From an optimization exercise on the open Yosys and OpenROAD flow, aimed at small area and a short achievable clock period; shortcuts taken in it are not production practice. In this exercise RTL edits were held to simulation tests only and were not proved equivalent to the original.

## P
==> flow/design.v (excerpt) <==
module tvg_blend4 (
    input  wire         clk,
    input  wire         rst,           
    input  wire         in_valid,
    input  wire [1:0]   in_op,         
    input  wire         in_cs,         
    input  wire [1:0]   in_mm,         
    input  wire [31:0]  in_color,      
    input  wire [7:0]   in_opacity,    
    input  wire [7:0]   in_cov,        
    input  wire [127:0] in_dst,        
    input  wire [127:0] in_src,        
    input  wire [127:0] in_mask,       
    output reg          out_valid,
    output wire [127:0] out_pix,       
    output reg          out_dst_rd,    
    output reg          out_mask_rd    
);
Settings: LEC_CHECK=0, CAP_MARGIN=50, CORE_MARGIN=2, CORE_UTILIZATION=70, CTS_CLUSTER_DIAMETER=60, CTS_CLUSTER_SIZE=20, PLACE_DENSITY=0.78, SLEW_MARGIN=75, SYNTH_HIERARCHICAL=1; clock period 30.0 ns.
standard.sh (not shown) runs the stock make flow with config.mk's settings and CLKGATE_MAP_FILE= SYNTH_SCRIPT=/design/flow/synth_recipe.tcl, a recipe that flattens the netlist after the stock synthesis.
==> flow/flow/run.sh <==
#!/bin/bash
# Layout of the version: the standard flow (standard.sh: ORFS synthesis
# and layout, unchanged), with the port buffers that global placement
# inserts on every input and output made sky130_fd_sc_hd__buf_2 instead of
# the flow's default choice (clkdlybuf4s50_1, a slow delay cell).
set -euo pipefail
export BUFFER_PORTS_ARGS="-buffer_cell sky130_fd_sc_hd__buf_2"
bash standard.sh > standard.log 2>&1
Input-level comparison between Q and P:
- changing CORE_UTILIZATION from 70 to 60
- removing CTS_CLUSTER_SIZE (formerly 20)
- removing CTS_CLUSTER_DIAMETER (formerly 60)
- changing PLACE_DENSITY from 0.78 to 0.7
--- outcome ---
Status: delay of the slowest cell on the worst path parity (Q, P). Changes observed in Q relative to P: total global routing track utilization shows a reduction of 3.6 points; fraction of layout instances using a drive strength above 1 shows an increase of 0.89 points; endpoint arrival time on the critical path shows an increase of 20 ps; number of buffers created by CTS shows an increase of 33. Q — synthesis-to-layout area growth 1.7 points higher, P as reference.

the baseline:
Another version of the RTL of tvg_blend4 (not shown whole).
Size: ~12,000 cells after synthesis, about 1,300 flip-flops.
// tvg_blend4
module tvg_blend4 (
    input  wire         clk,
    input  wire         rst,           
    input  wire         in_valid,
    input  wire [1:0]   in_op,         
    input  wire         in_cs,         
    input  wire [1:0]   in_mm,         
    input  wire [31:0]  in_color,      
    input  wire [7:0]   in_opacity,    
    input  wire [7:0]   in_cov,        
    input  wire [127:0] in_dst,        
    input  wire [127:0] in_src,        
    input  wire [127:0] in_mask,       
    output reg          out_valid,
    output reg  [127:0] out_pix,       
    output reg          out_dst_rd,    
    output reg          out_mask_rd    
);
==> flow/config.mk <==
export PLATFORM = sky130hd
export DESIGN_NAME = tvg_blend4
export DESIGN_NICKNAME = tvg_blend4
export VERILOG_FILES = /design/flow/design.v
export SDC_FILE = /design/flow/constraint.sdc
export NUM_CORES = 4
export LEC_CHECK = 0
export CAP_MARGIN = 20
export CORE_MARGIN = 2
export CORE_UTILIZATION = 40
export SLEW_MARGIN = 20
export SYNTH_HIERARCHICAL = 1
==> flow/constraint.sdc <==
create_clock -name core_clock -period 30.0 [get_ports {clk}]
set_input_delay 6.0000 -clock core_clock [delete_from_list [all_inputs] [get_ports {clk}]]
set_output_delay 6.0000 -clock core_clock [all_outputs]
set_load 0.01 [all_outputs]
Scripts as last shown in full above: flow/flow/run.sh
--- input diff the baseline..the candidate ---
==> flow/run.sh (new file) <==
#!/bin/bash
# synth_recipe.tcl (not shown) runs the flow's synth.tcl, then flattens the netlist and writes it again
# the make line also repeats each setting of config.mk as NAME=value (left out here)
make -C /OpenROAD-flow-scripts/flow DESIGN_CONFIG=/design/flow/config.mk WORK_HOME=/design/flow/orfs CLKGATE_MAP_FILE= SYNTH_SCRIPT=/design/flow/synth_recipe.tcl finish
removed: flow/flow/run.sh
removed: flow/standard.sh
[summary]
The candidate did not stop at any stage, and its layout met the timing, design-rule and antenna checks. Per the comparison of the candidate with the baseline, total track usage +0.50 points. Taking the baseline as the reference, in the candidate detailed-router iteration count before antenna repair went down by 2, clock tree buffer count of the final layout was more or less identical, post-route cell area went up by 2200 um2, total wirelength of the detailed-routed design went up by about 3.5%, post-route fraction of the period consumed by the critical path went down by 1.6 points. The baseline has lower first-iteration DRC count than the candidate. The baseline → the candidate: hold slack grew by 16 ps.

-- re-timing with driven ports --
In the flow no input, the clock included, has a driving cell. The finished layouts below were timed again as built, in two steps.
Step 1, drivers: a clkbuf_16 drives clk and a buf_2 each remaining input, both assumed.
Step 2 moves the port delays by t, midway between the first and last clock arrival at a register: inputs arrive t later, outputs are due t later. That takes back most of the time a late clock gives input paths.
Slacks: no drivers / after step 1 / after step 2; pairs: no drivers / after step 1.
| run | shift t [ns] | slack for setup (ns) | worst setup path at the end | worst register clock-pin slew, ns | worst data-port slew with drivers (ns) |
|---|---|---|---|---|---|
| P | 0.884 | 22.645 / 22.564 / 23.140 | input to register | 0.08 / 0.08 | 0.08 |
| Q | 0.907 | 22.630 / 22.544 / 23.187 | input to register | 0.07 / 0.07 | 0.10 |
| the baseline | 0.914 | 20.456 / 20.456 / 20.456 | register to register | 0.07 / 0.07 | 0.21 |
| the candidate | 0.916 | 20.942 / 20.942 / 20.942 | register to register | 0.07 / 0.07 | 0.15 |
After both steps setup and hold are still met in every run listed.
